Source: an optimization exercise on an open RTL-to-GDS flow (aim: small area). Production flows keep margins and buffers that such runs may drop.
In this exercise RTL edits were held to simulation tests only and were not proved equivalent to the original.
Power and IR drop assume default switching activity.

==> try-violet <==
==> flow/design.v (excerpt) <==
module simp_core (
    input  wire        clk,
    input  wire        rst,
    output wire [11:0] imem_addr,
    input  wire [47:0] imem_rdata,
    output wire [11:0] dmem_addr,
    input  wire [31:0] dmem_rdata,
    output wire        dmem_we,
    output wire [31:0] dmem_wdata,
    input  wire        irq2,
    output wire        dma_start,
    output wire        dma_write,
    output wire [6:0]  dma_sector,
    output wire [11:0] dma_buffer,
    output wire        fb_we,
    output wire [15:0] fb_addr,
    output wire [7:0]  fb_data,
    output wire [31:0] leds,
    output wire [31:0] display7seg,
    output reg         halted,
    output reg         faulted
);
Settings: LEC_CHECK=0, CAP_MARGIN=50, CORE_MARGIN=2, CORE_UTILIZATION=45, CTS_BUF_LIST=sky130_fd_sc_hd__clkbuf_4 sky130_fd_sc_hd__clkbuf_8, SLEW_MARGIN=50; clock period 16.0 ns.
standard.sh (not shown) runs the stock make flow with config.mk's settings and CLKGATE_MAP_FILE= SYNTH_SCRIPT=/design/flow/synth_recipe.tcl, a recipe that flattens the netlist after the stock synthesis.
==> flow/flow/run.sh <==
#!/bin/bash
# Own layout flow: the standard flow (standard.sh), with
#  1. synthesis through flow/synth.tcl (standard synthesis, area-oriented ABC
#     mapping of the combinational logic; registers unchanged),
#  2. port buffers of the smallest buffer cell, and
#  3. clock tree synthesis without dummy loads, with clkbuf_4/clkbuf_8.
# Each step's full output goes to a log file in the work folder.
set -euo pipefail
W=$(pwd)
bash standard.sh "SYNTH_SCRIPT=$W/flow/synth.tcl" synth > "$W/flow_synth.log" 2>&1
bash standard.sh \
  "BUFFER_PORTS_ARGS=-buffer_cell sky130_fd_sc_hd__buf_1" \
  "CTS_ARGS=-sink_clustering_enable -repair_clock_nets -dont_use_dummy_load -sink_clustering_size 14 -sink_clustering_max_diameter 40 -buf_list {sky130_fd_sc_hd__clkbuf_4 sky130_fd_sc_hd__clkbuf_8}" \
  finish > "$W/flow_layout.log" 2>&1
test -f "$W/out/final.def"
==> flow/flow/abc_area_nf.script <==
&get -n
&st
&dch -p -f
&nf -p -R 20
&put
==> flow/flow/synth.tcl <==
# The standard synthesis script (synth_recipe.tcl), with one change: the
# combinational logic is mapped by ABC with an area-oriented script
# (abc_area_nf.script beside this file) instead of ORFS's delay script.
# Registers are mapped exactly as in the standard synthesis (dfflibmap runs
# before abc), so the layout keeps the standard synthesis's registers.
set my_abc_script [file join [file dirname [file normalize [info script]]] abc_area_nf.script]
proc synth {args} { yosys synth -nofsm -noshare {*}$args }
proc abc {args} {
  global my_abc_script
  set i [lsearch -exact $args -script]
  if {$i >= 0} {
    set args [lreplace $args [expr {$i + 1}] [expr {$i + 1}] $my_abc_script]
  }
  puts "synth.tcl: abc $args"
  yosys abc {*}$args
}
source $::env(SCRIPTS_DIR)/synth.tcl
# left out here: clear keep_hierarchy, flatten, clean up, hide names made inside functions, write 1_2_yosys.v
==> try-onyx (differences from try-violet) <==
==> flow/flow/abc_area_nf.script (replaced) <==
&get -n
&st
&dch -p -f
&nf -p -R 50
&put
Settings changed: CAP_MARGIN 50 to 30, CORE_UTILIZATION 45 to 50, SLEW_MARGIN 50 to 30.
==> run notes <==
- try-violet completed without violations. try-onyx completed with no timing, DRC or antenna violations.
- Worst setup slack: try-violet is higher than try-onyx (0.47 ns).
- Count of clock-buffer cells in the layout: try-violet is higher than try-onyx (10).
- Between try-onyx and try-violet, the lower synthesized area is in try-onyx (gap about 0.32%, measured against try-violet).
- Utilization: try-onyx is higher than try-violet (4.9 points).
- Between try-violet and try-onyx, the lower register-to-register slack is in try-onyx (gap 0.70 ns).
- Of try-violet and try-onyx, try-onyx has the higher clock skew (gap 0.025 ns).

* * *

==> xenon: inputs <==
Starting RTL as in the previous note.
export LEC_CHECK = 0
export CAP_MARGIN = 30
export CORE_MARGIN = 2
export CORE_UTILIZATION = 50
export CTS_BUF_LIST = sky130_fd_sc_hd__clkbuf_4 sky130_fd_sc_hd__clkbuf_8
export SLEW_MARGIN = 30
create_clock -name core_clock -period 16.0 [get_ports {clk}]
==> flow/flow/abc_area_nf.script <==
&get -n
&st
&dch -p -f
&nf -p -R 20
&put
Scripts as last shown in full above: flow/flow/run.sh, flow/flow/synth.tcl
==> nickel: changes against xenon <==
--- a/flow/flow/run.sh
+++ b/flow/flow/run.sh
@@ -10,6 +10,6 @@
 bash standard.sh "SYNTH_SCRIPT=$W/flow/synth.tcl" synth > "$W/flow_synth.log" 2>&1
 bash standard.sh \
   "BUFFER_PORTS_ARGS=-buffer_cell sky130_fd_sc_hd__buf_1" \
-  "CTS_ARGS=-sink_clustering_enable -repair_clock_nets -dont_use_dummy_load -sink_clustering_size 14 -sink_clustering_max_diameter 40 -buf_list {sky130_fd_sc_hd__clkbuf_4 sky130_fd_sc_hd__clkbuf_8}" \
+  "CTS_ARGS=-sink_clustering_enable -repair_clock_nets -dont_use_dummy_load -sink_clustering_size 18 -sink_clustering_max_diameter 45 -buf_list {sky130_fd_sc_hd__clkbuf_4 sky130_fd_sc_hd__clkbuf_8}" \
   finish > "$W/flow_layout.log" 2>&1
 test -f "$W/out/final.def"
==> flow/flow/abc_area_nf.script (replaced) <==
&get -n
&st
&dch -p -f
&nf -p -R 50
&put
==> qor summary <==
item	xenon	nickel
Synthesized-area fraction occupied by ao, oa, aoi and oai cells	22.3%	22.5%
Net Sw Frac	32.6%	32.4%
Min Clock Period, post-route	14.53 ns	14.74 ns
Post-Route M1 WL	137 mm	136 mm
Distinct cell type count after synthesis	57	56
Result of the run	finished clean	finished clean
Count of non-CTS inverters in the layout	438	440
Via count	69.8k	68.5k
Clock network fraction of total power	28.2%	25.6%
Per-instance average area after synthesis	11.6 µm²	11.7 µm²
Fraction of synthesized cell area in xor and xnor cells	5.78%	5.77%
Average wire length per cell after detail routing	39.8 µm	38.8 µm
Arrival @ worst endpoint	15.10 ns	15.07 ns
Launch point of the critical path	imem_rdata[28]	imem_rdata[29]
Length of routed met2 wiring	150 mm	143 mm
Via-per-instance ratio	7.48	7.43
Largest net degree at the start of global routing	114	55
Worst setup margin	1.47 ns	1.26 ns
Multiplexer share of the synthesized area	1.57%	1.52%

[what the ideal ports hide]
How much do the figures lean on ideal ports? The routed layouts below were timed once more, with nothing changed but the port constraints.
Step 1 sets driving cells, clkbuf_16 on the clock port and buf_2 on the other inputs (assumed; they add their load-dependent delay and slew).
Step 2 adds t to the input delays and takes it off the output delays; t is the mean of the earliest and latest rising clock arrival at the registers after step 1. Input paths then give back, and output paths get back, about the clock's delay inside the block.
Three values: ideal ports, drivers, drivers and shift; two values: the first two.
run | t, ns | setup slack, ns | worst hold slack (ns)
try-violet | 1.042 | 1.651 / 1.629 / 1.399 | 0.473 / 0.473 / 0.473
try-onyx | 0.988 | 1.182 / 1.124 / 0.136 | 0.482 / 0.482 / 0.482
xenon | 1.012 | 1.468 / 1.509 / 0.497 | 0.473 / 0.473 / 0.473
nickel | 0.994 | 1.258 / 1.180 / 0.186 | 0.483 / 0.483 / 0.483
After both steps setup and hold are still met in every run listed. For nickel, which loses most, drivers alone change the setup slack by -0.078 ns; drivers and shift together by -1.072 ns.
